This is an optimization exercise on Yosys and OpenROAD, whose aim is small area, a short achievable clock period and few clock cycles per item, not a production implementation.
For this run, only the layout was checked, not whether the RTL still works.
No activity file was given, so power comes from the tool's default toggle rates.

File: run.sh
#!/bin/bash
# synth_recipe.tcl (not shown) runs the flow's synth.tcl, then flattens the netlist and writes it again
# the make line also repeats each setting of config.mk as NAME=value (left out here)
make -C /OpenROAD-flow-scripts/flow DESIGN_CONFIG=/design/flow/config.mk WORK_HOME=/design/flow/orfs CLKGATE_MAP_FILE= SYNTH_SCRIPT=/design/flow/synth_recipe.tcl finish
File: config.mk
export PLATFORM = sky130hd
export DESIGN_NAME = bcm_encoder
export DESIGN_NICKNAME = bcm_encoder
export VERILOG_FILES = /design/flow/design.v
export SDC_FILE = /design/flow/constraint.sdc
export NUM_CORES = 4
export LEC_CHECK = 0
export CAP_MARGIN = 20
export CORE_MARGIN = 2
export CORE_UTILIZATION = 40
export SLEW_MARGIN = 20
File: constraint.sdc
create_clock -name core_clock -period 18.0 [get_ports {clk}]
set_input_delay 3.6000 -clock core_clock [delete_from_list [all_inputs] [get_ports {clk}]]
set_output_delay 3.6000 -clock core_clock [all_outputs]
set_load 0.01 [all_outputs]
File: design.v
module bcm_gamma (
    input  wire [7:0] v,
    output reg  [7:0] g
);
    always @(*) begin
        case (v)
            8'd0: g = 8'd0;
            8'd1: g = 8'd0;
            8'd2: g = 8'd0;
            8'd3: g = 8'd0;
            8'd4: g = 8'd0;
            8'd5: g = 8'd0;
            8'd6: g = 8'd0;
            8'd7: g = 8'd0;
            8'd8: g = 8'd0;
            8'd9: g = 8'd0;
            8'd10: g = 8'd0;
            8'd11: g = 8'd0;
            8'd12: g = 8'd0;
            8'd13: g = 8'd0;
            8'd14: g = 8'd0;
            8'd15: g = 8'd1;
            8'd16: g = 8'd1;
            8'd17: g = 8'd1;
            8'd18: g = 8'd1;
            8'd19: g = 8'd1;
            8'd20: g = 8'd1;
            8'd21: g = 8'd1;
            8'd22: g = 8'd1;
            8'd23: g = 8'd1;
            8'd24: g = 8'd1;
            8'd25: g = 8'd2;
            8'd26: g = 8'd2;
            8'd27: g = 8'd2;
            8'd28: g = 8'd2;
            8'd29: g = 8'd2;
            8'd30: g = 8'd2;
            8'd31: g = 8'd2;
            8'd32: g = 8'd3;
            8'd33: g = 8'd3;
            8'd34: g = 8'd3;
            8'd35: g = 8'd3;
            8'd36: g = 8'd3;
            8'd37: g = 8'd4;
            8'd38: g = 8'd4;
            8'd39: g = 8'd4;
            8'd40: g = 8'd4;
            8'd41: g = 8'd5;
            8'd42: g = 8'd5;
            8'd43: g = 8'd5;
            8'd44: g = 8'd5;
            8'd45: g = 8'd6;
            8'd46: g = 8'd6;
            8'd47: g = 8'd6;
            8'd48: g = 8'd6;
            8'd49: g = 8'd7;
            8'd50: g = 8'd7;
            8'd51: g = 8'd7;
            8'd52: g = 8'd8;
            8'd53: g = 8'd8;
            8'd54: g = 8'd8;
            8'd55: g = 8'd9;
            8'd56: g = 8'd9;
            8'd57: g = 8'd9;
            8'd58: g = 8'd10;
            8'd59: g = 8'd10;
            8'd60: g = 8'd11;
            8'd61: g = 8'd11;
            8'd62: g = 8'd11;
            8'd63: g = 8'd12;
            8'd64: g = 8'd12;
            8'd65: g = 8'd13;
            8'd66: g = 8'd13;
            8'd67: g = 8'd13;
            8'd68: g = 8'd14;
            8'd69: g = 8'd14;
            8'd70: g = 8'd15;
            8'd71: g = 8'd15;
            8'd72: g = 8'd16;
            8'd73: g = 8'd16;
            8'd74: g = 8'd17;
            8'd75: g = 8'd17;
            8'd76: g = 8'd18;
            8'd77: g = 8'd18;
            8'd78: g = 8'd19;
            8'd79: g = 8'd19;
            8'd80: g = 8'd20;
            8'd81: g = 8'd20;
            8'd82: g = 8'd21;
            8'd83: g = 8'd22;
            8'd84: g = 8'd22;
            8'd85: g = 8'd23;
            8'd86: g = 8'd23;
            8'd87: g = 8'd24;
            8'd88: g = 8'd25;
            8'd89: g = 8'd25;
            8'd90: g = 8'd26;
            8'd91: g = 8'd26;
            8'd92: g = 8'd27;
            8'd93: g = 8'd28;
            8'd94: g = 8'd28;
            8'd95: g = 8'd29;
            8'd96: g = 8'd30;
            8'd97: g = 8'd30;
            8'd98: g = 8'd31;
            8'd99: g = 8'd32;
            8'd100: g = 8'd33;
            8'd101: g = 8'd33;
            8'd102: g = 8'd34;
            8'd103: g = 8'd35;
            8'd104: g = 8'd35;
            8'd105: g = 8'd36;
            8'd106: g = 8'd37;
            8'd107: g = 8'd38;
            8'd108: g = 8'd39;
            8'd109: g = 8'd39;
            8'd110: g = 8'd40;
            8'd111: g = 8'd41;
            8'd112: g = 8'd42;
            8'd113: g = 8'd43;
            8'd114: g = 8'd43;
            8'd115: g = 8'd44;
            8'd116: g = 8'd45;
            8'd117: g = 8'd46;
            8'd118: g = 8'd47;
            8'd119: g = 8'd48;
            8'd120: g = 8'd49;
            8'd121: g = 8'd49;
            8'd122: g = 8'd50;
            8'd123: g = 8'd51;
            8'd124: g = 8'd52;
            8'd125: g = 8'd53;
            8'd126: g = 8'd54;
            8'd127: g = 8'd55;
            8'd128: g = 8'd56;
            8'd129: g = 8'd57;
            8'd130: g = 8'd58;
            8'd131: g = 8'd59;
            8'd132: g = 8'd60;
            8'd133: g = 8'd61;
            8'd134: g = 8'd62;
            8'd135: g = 8'd63;
            8'd136: g = 8'd64;
            8'd137: g = 8'd65;
            8'd138: g = 8'd66;
            8'd139: g = 8'd67;
            8'd140: g = 8'd68;
            8'd141: g = 8'd69;
            8'd142: g = 8'd70;
            8'd143: g = 8'd71;
            8'd144: g = 8'd73;
            8'd145: g = 8'd74;
            8'd146: g = 8'd75;
            8'd147: g = 8'd76;
            8'd148: g = 8'd77;
            8'd149: g = 8'd78;
            8'd150: g = 8'd79;
            8'd151: g = 8'd81;
            8'd152: g = 8'd82;
            8'd153: g = 8'd83;
            8'd154: g = 8'd84;
            8'd155: g = 8'd85;
            8'd156: g = 8'd87;
            8'd157: g = 8'd88;
            8'd158: g = 8'd89;
            8'd159: g = 8'd90;
            8'd160: g = 8'd91;
            8'd161: g = 8'd93;
            8'd162: g = 8'd94;
            8'd163: g = 8'd95;
            8'd164: g = 8'd97;
            8'd165: g = 8'd98;
            8'd166: g = 8'd99;
            8'd167: g = 8'd100;
            8'd168: g = 8'd102;
            8'd169: g = 8'd103;
            8'd170: g = 8'd105;
            8'd171: g = 8'd106;
            8'd172: g = 8'd107;
            8'd173: g = 8'd109;
            8'd174: g = 8'd110;
            8'd175: g = 8'd111;
            8'd176: g = 8'd113;
            8'd177: g = 8'd114;
            8'd178: g = 8'd116;
            8'd179: g = 8'd117;
            8'd180: g = 8'd119;
            8'd181: g = 8'd120;
            8'd182: g = 8'd121;
            8'd183: g = 8'd123;
            8'd184: g = 8'd124;
            8'd185: g = 8'd126;
            8'd186: g = 8'd127;
            8'd187: g = 8'd129;
            8'd188: g = 8'd130;
            8'd189: g = 8'd132;
            8'd190: g = 8'd133;
            8'd191: g = 8'd135;
            8'd192: g = 8'd137;
            8'd193: g = 8'd138;
            8'd194: g = 8'd140;
            8'd195: g = 8'd141;
            8'd196: g = 8'd143;
            8'd197: g = 8'd145;
            8'd198: g = 8'd146;
            8'd199: g = 8'd148;
            8'd200: g = 8'd149;
            8'd201: g = 8'd151;
            8'd202: g = 8'd153;
            8'd203: g = 8'd154;
            8'd204: g = 8'd156;
            8'd205: g = 8'd158;
            8'd206: g = 8'd159;
            8'd207: g = 8'd161;
            8'd208: g = 8'd163;
            8'd209: g = 8'd165;
            8'd210: g = 8'd166;
            8'd211: g = 8'd168;
            8'd212: g = 8'd170;
            8'd213: g = 8'd172;
            8'd214: g = 8'd173;
            8'd215: g = 8'd175;
            8'd216: g = 8'd177;
            8'd217: g = 8'd179;
            8'd218: g = 8'd181;
            8'd219: g = 8'd182;
            8'd220: g = 8'd184;
            8'd221: g = 8'd186;
            8'd222: g = 8'd188;
            8'd223: g = 8'd190;
            8'd224: g = 8'd192;
            8'd225: g = 8'd194;
            8'd226: g = 8'd196;
            8'd227: g = 8'd197;
            8'd228: g = 8'd199;
            8'd229: g = 8'd201;
            8'd230: g = 8'd203;
            8'd231: g = 8'd205;
            8'd232: g = 8'd207;
            8'd233: g = 8'd209;
            8'd234: g = 8'd211;
            8'd235: g = 8'd213;
            8'd236: g = 8'd215;
            8'd237: g = 8'd217;
            8'd238: g = 8'd219;
            8'd239: g = 8'd221;
            8'd240: g = 8'd223;
            8'd241: g = 8'd225;
            8'd242: g = 8'd227;
            8'd243: g = 8'd229;
            8'd244: g = 8'd231;
            8'd245: g = 8'd234;
            8'd246: g = 8'd236;
            8'd247: g = 8'd238;
            8'd248: g = 8'd240;
            8'd249: g = 8'd242;
            8'd250: g = 8'd244;
            8'd251: g = 8'd246;
            8'd252: g = 8'd248;
            8'd253: g = 8'd251;
            8'd254: g = 8'd253;
            8'd255: g = 8'd255;
            default: g = 8'd0;
        endcase
    end
endmodule
module bcm_encoder (
    input  wire        clk,
    input  wire        rst,
    input  wire        cmd_valid,
    output wire        cmd_ready,
    input  wire [1:0]  cmd_op,
    input  wire [2:0]  cmd_t,
    input  wire [1:0]  cmd_mode,
    input  wire [5:0]  cmd_x,
    input  wire [3:0]  cmd_row,
    input  wire [23:0] cmd_top,
    input  wire [23:0] cmd_bot,
    input  wire [31:0] cmd_val,
    output wire        wr_valid,
    input  wire        wr_ready,
    output wire [12:0] wr_addr,
    output wire [15:0] wr_data,
    output wire        rsp_valid,
    output wire [7:0]  rsp_data
);
    localparam [1:0] OP_ENCODE = 2'd0;
    localparam [1:0] OP_SETBRIGHT = 2'd1;
    localparam [1:0] OP_GETBRIGHT = 2'd2;
    localparam [1:0] MODE_NONE = 2'd0;
    localparam [1:0] MODE_MODIFIED = 2'd2;
    localparam [6:0] W = 7'd64;
    localparam [3:0] PREV_ROW0 = 4'd15;
    localparam [1:0] S_IDLE = 2'd0;
    localparam [1:0] S_ENC = 2'd1;
    localparam [1:0] S_RSP = 2'd2;
    reg [1:0] state;
    reg [6:0] percent;
    reg [6:0] duty;
    reg        set_q;         
    reg [1:0]  mode_q;
    reg [31:0] val_q;
    reg [2:0]  t_q;
    reg [5:0]  x_q;
    reg [3:0]  row_q;
    reg [7:0]  r1_q, g1_q, b1_q, r2_q, g2_q, b2_q;
    reg [2:0]  j;
    wire [7:0] top_r = cmd_top[23:16];
    wire [7:0] top_g = cmd_top[15:8];
    wire [7:0] top_b = cmd_top[7:0];
    wire [7:0] bot_r = cmd_bot[23:16];
    wire [7:0] bot_g = cmd_bot[15:8];
    wire [7:0] bot_b = cmd_bot[7:0];
    wire [7:0] gam_top_r, gam_top_g, gam_top_b;
    wire [7:0] gam_bot_r, gam_bot_g, gam_bot_b;
    bcm_gamma u_gam_tr (.v(top_r), .g(gam_top_r));
    bcm_gamma u_gam_tg (.v(top_g), .g(gam_top_g));
    bcm_gamma u_gam_tb (.v(top_b), .g(gam_top_b));
    bcm_gamma u_gam_br (.v(bot_r), .g(gam_bot_r));
    bcm_gamma u_gam_bg (.v(bot_g), .g(gam_bot_g));
    bcm_gamma u_gam_bb (.v(bot_b), .g(gam_bot_b));
    wire corr_en = (cmd_mode != MODE_NONE);
    wire signed [31:0] val_s = val_q;
    wire [6:0] pct_clamped = (val_s < 0)              ? 7'd0 :
                             (val_s > 32'sd100)       ? 7'd100 :
                                                        val_q[6:0];
    wire [12:0] lin_num = pct_clamped * W + 13'd50;
    wire [6:0]  lin     = lin_num / 13'd100;
    wire [13:0] idx_num = lin * 14'd255 + 14'd32;
    wire [7:0]  idx     = idx_num / 14'd64;
    wire [7:0]  gam_duty;
    bcm_gamma u_gam_duty (.v(idx), .g(gam_duty));
    wire [14:0] cb_num  = gam_duty * 15'd64 + 15'd127;
    wire [6:0]  corr_b  = cb_num / 15'd255;
    reg [6:0] duty_new;
    always @(*) begin
        if (mode_q == MODE_NONE)
            duty_new = lin;
        else if (mode_q == MODE_MODIFIED)
            duty_new = (lin == 7'd0) ? 7'd0 : ((corr_b == 7'd0) ? 7'd1 : corr_b);
        else
            duty_new = corr_b;
    end
    wire [3:0] row_addr = (j != 3'd0) ? row_q :
                          (row_q == 4'd0) ? PREV_ROW0 : (row_q - 4'd1);
    wire [6:0] x7 = {1'b0, x_q};
    wire       fine = (j != 3'd0) && (j <= t_q);
    wire [3:0] shamt = {1'b0, t_q} - {1'b0, j} + 4'd1;
    wire [6:0] fine_thr = duty >> shamt;
    wire       oe_coarse = !fine && (x7 >= duty);
    wire       oe_fine = fine && (x7 >= fine_thr);
    wire       last_col = (x_q == 6'd63);
    wire       oe = oe_coarse || oe_fine || (x_q == 6'd0) || last_col;
    wire       lat = last_col;
    assign wr_data = {3'b000, 1'b0, row_addr, oe, lat,
                      b2_q[j], g2_q[j], r2_q[j], b1_q[j], g1_q[j], r1_q[j]};
    assign wr_addr = {row_q, j, x_q[5:1], ~x_q[0]};
    assign wr_valid = (state == S_ENC);
    assign cmd_ready = (state == S_IDLE);
    assign rsp_valid = (state == S_RSP);
    assign rsp_data = {1'b0, percent};
    always @(posedge clk) begin
        if (rst) begin
            state <= S_IDLE;
            percent <= 7'd100;
            duty <= W;
            j <= 3'd0;
        end else begin
            case (state)
                S_IDLE: begin
                    if (cmd_valid) begin
                        mode_q <= cmd_mode;
                        val_q <= cmd_val;
                        t_q <= cmd_t;
                        x_q <= cmd_x;
                        row_q <= cmd_row;
                        r1_q <= corr_en ? gam_top_r : top_r;
                        g1_q <= corr_en ? gam_top_g : top_g;
                        b1_q <= corr_en ? gam_top_b : top_b;
                        r2_q <= corr_en ? gam_bot_r : bot_r;
                        g2_q <= corr_en ? gam_bot_g : bot_g;
                        b2_q <= corr_en ? gam_bot_b : bot_b;
                        j <= 3'd0;
                        set_q <= (cmd_op == OP_SETBRIGHT);
                        case (cmd_op)
                            OP_ENCODE: state <= S_ENC;
                            OP_SETBRIGHT, OP_GETBRIGHT: state <= S_RSP;
                            default: state <= S_IDLE;
                        endcase
                    end
                end
                S_ENC: begin
                    if (wr_ready) begin
                        j <= j + 3'd1;
                        if (j == 3'd7)
                            state <= S_IDLE;
                    end
                end
                S_RSP: begin
                    if (set_q) begin
                        percent <= pct_clamped;
                        duty <= duty_new;
                    end
                    state <= S_IDLE;
                end
                default: state <= S_IDLE;
            endcase
        end
    end
endmodule
==> flow_summary.json <==
{
  "htreeDepth": 4,
  "ant_nets": 0,
  "setup_violations": 0,
  "yosys-top-cells-area": "edfxtp_1 14%, ha_1 8.8%, o21ai_0 6.2%, a21oi_1 6.1%, nand2_1 5.6%",
  "netlist_area_um2": 21200,
  "critPathMaxStageDelay_ps": 490,
  "dr.pass1.iters": 6,
  "die_w_um": 234,
  "track_usage": 0.251,
  "vdd_drop_max_uv": 62.8,
  "fmax_ghz": 0.0585,
  "grt_max_degree": 68,
  "area_growth_pct": 13.0,
  "synth_xor_area_frac": 0.0156,
  "final_cell_mix": "314 x nand2_1, 262 x o21ai_0, 261 x nor2_1",
  "relSlewSlack": 0.271,
  "worstSkewPairLatency_ps": 440,
  "synth-edff-count": 96,
  "worstSetupPathType": "reg2reg",
  "critPathTopFamily": "compound AO/OA/AOI/OAI gates",
  "clk_pin_slew_ps": 70,
  "nets": 3208,
  "initial_core_util": 0.404,
  "synth-simple-area-share": 0.218,
  "r2r_slack_ps": 890,
  "place_area_um2": 23100,
  "fin_crit_ps": 17110,
  "synth_compound_area_frac": 0.367,
  "final_max_slew_viol_count": 0,
  "cap_violations": 0,
  "viasPerCell": 6.44,
  "ys_types": 142,
  "cts_tree": "done",
  "worstPathArrival_ps": 17450,
  "synth_mux_area_frac": 0.0522,
  "path_buf_inv": 9,
  "gp_congestion": 0.993,
  "yosysWarnings": 2,
  "rows": 84,
  "wirelength_um": 71900,
  "die_area_um2": 54900,
  "period_share": 0.950,
  "synth.top_cell.area_share": 0.136,
  "dp.final_hpwl_um": 51300,
  "layout-drive-gt1-share": 0.108,
  "drt_iter0_drc": 2819,
  "io_buffers": 135,
  "io_pins": 141,
  "cts_buffers": 17,
  "wire_per_inst_um": 19.8,
  "synth_top_area_cell": "edfxtp_1",
  "grt_antenna_before_repair": 1,
  "synth-seq-cells": 115,
  "syn_avg_cell_area_um2": 7.24,
  "hold_viol_final": 0,
  "final_common_cell": "nand2_1",
  "synthFlopType": "edfxtp_1",
  "synth_top_family_by_area": "compound AO/OA/AOI/OAI gates",
  "cts.sinks": 115,
  "path_common_cell": "ha_1",
  "tightest_slew_ps": 1090,
  "crit_path_start_kind": "register",
  "crit_path_end_kind": "register",
  "num_antenna_cells": 0,
  "core_um2": 52600,
  "drc": 0,
  "post-route-util": 0.456,
  "critical_path_required_ps": 18340,
  "hold_path.class": "reg2reg",
  "fin_area_um2": 24000,
  "grt_pass1_vias": 21200,
  "grt_pass1_wl_um": 114000,
  "root_buffer": "clkbuf_16",
  "leakagePower_nw": 8.83,
  "clk_path_buf_depth": 2,
  "fin_skew_ps": 13.4,
  "cp_max_fo": 17,
  "ys_seq_area_frac": 0.154,
  "async_flop_share": 0,
  "status": "no timing/DRC/antenna violations",
  "synth-adder-area-share": 0.110,
  "slowest_stage": "fa_1",
  "vias": 23400,
  "syn_inst": 2930,
  "power_density_nw_per_um2": 51.6,
  "die_h_um": 234,
  "grt_overflow": 0
}
==> cell usage after synthesis (19+ instances only) <==
cell / n
nand2_1: 314
nor2_1: 266
o21ai_0: 264
a21oi_1: 259
clkbuf_1: 178
ha_1: 149
inv_1: 138
edfxtp_1: 96
a211oi_1: 93
nand3_1: 92
nor3_1: 78
o211ai_1: 64
a31oi_1: 42
o22ai_1: 39
mux2i_1: 36
buf_1: 33
o221ai_1: 31
a311oi_1: 27
buf_4: 26
mux4_2: 26
o31ai_1: 25
a221oi_1: 24
nor2b_1: 24
fa_1: 23
a21o_1: 22
and2_1: 22
xnor2_1: 22
o311ai_0: 21
nor4_1: 20
and3_1: 19
dfxtp_1: 19
nand2b_1: 19
==> worst min-delay path, cell delays in order, from the launching register on <==
cell	delay [ps]
dfxtp_1	310
nand2_1	50
a21oi_1	50
==> final timing paths <==
check / cells past startpoint / to / from
setup / recovery: 68 / duty[4]$_SDFFE_PP0P_ / val_q[4]$_DFFE_PP_
hold / removal: 2 / percent[1]$_SDFFE_PP0P_ / percent[1]$_SDFFE_PP0P_
hold reg to reg: 2 / percent[1]$_SDFFE_PP0P_ / percent[1]$_SDFFE_PP0P_
setup reg to reg: 68 / duty[4]$_SDFFE_PP0P_ / val_q[4]$_DFFE_PP_
==> layer usage <==
metal / share of wire / up-vias / global-route usage
li1: - / 11100 / -
met4: 0.020 / 2 / 0.0666
met1: 0.44 / 11000 / 0.358
met3: 0.079 / 120 / 0.0370
met5: 0.00018 / - / 0
met2: 0.46 / 1181 / 0.395
==> power by group <==
part / leakage, nW / switching (mW) / total (mW) / internal, mW
clock network: 0.312 / 0.142 / 0.378 / 0.235
registers: 1.05 / 0.00634 / 0.313 / 0.307
logic: 7.47 / 0.340 / 0.547 / 0.207
total: 8.83 / 0.489 / 1.24 / 0.749
==> layout make-up <==
cell class                      instances  area, µm²
Fill cell                            5259      28600
Multi-Input combinational cell       2402      16500
Sequential cell                       115       3260
Timing Repair Buffer                  243       2170
Tap cell                              688        861
Inverter                              156        586
Clock buffer                           17        425
Clock inverter                         15        214
==> through the flow <==
| stage | power, mW | TNS, ps | hold WS, ps | worst slack [ps] | cells |
|---|---|---|---|---|---|
| after floorplan | 0.694 | 0 | 467 | 27.2 | 2934 |
| after global placement | 0.833 | 0 | 445 | 274 | 3599 |
| after detailed placement | 0.836 | 0 | 453 | 69.9 | 3599 |
| after CTS | 1.22 | 0 | 463 | 36.1 | 3631 |
| after global routing | 1.31 | -151 | 498 | -103 | 3636 |
| final | 1.24 | 0 | 461 | 895 | 3636 |
==> kinds of logic after synthesis <==
kind of cell | count (synthesis)
other | 1
flip-flops | 115
multiplexers | 76
XOR/XNOR | 36
AND/OR/NAND/NOR | 974
adder cells (fa/ha/maj) | 173
AO/OA/AOI/OAI | 1138
buffers and inverters | 417
==> state kept, by name (all words and copies together) (netlist names) <==
| signal | cells |
|---|---|
| j | 3 |
| g2_q | 8 |
| t_q | 3 |
| set_q | 1 |
| g1_q | 8 |
| x_q | 6 |
| r1_q | 8 |
| b1_q | 8 |
| b2_q | 8 |
| row_q | 4 |
| state | 2 |
| percent | 7 |
| duty | 7 |
| val_q | 32 |
| r2_q | 8 |
| mode_q | 2 |
==> what timing repair did <==
item,CTS,global route
gates resized for setup,1,41
setup buffers,0,5
pin swaps,0,9
endpoints found under the setup margin,1,6
hold buffers,0,0

static timing again, ports no longer ideal:
Ports are ideal in the flow. The routed layout listed here was re-timed in OpenROAD.
Step 1 sets driving cells, clkbuf_16 on the clock port and buf_2 on the other inputs (assumed; they add their load-dependent delay and slew).
Step 2, shift: input delay + t, output delay - t, t = (earliest + latest rising clock arrival at the registers) / 2. This alone moves slack from input paths to output paths.
a / b / c = ideal / step 1 / step 2; a / b = the first two.
t, ns: 0.480
setup slack, ns: 0.895 / 0.895 / 0.895
worst setup path after step 2: register to register
After both steps setup and hold are still met in this run. The setup slack of this run moves by 0.000 ns with the drivers and by 0.000 ns with both steps.
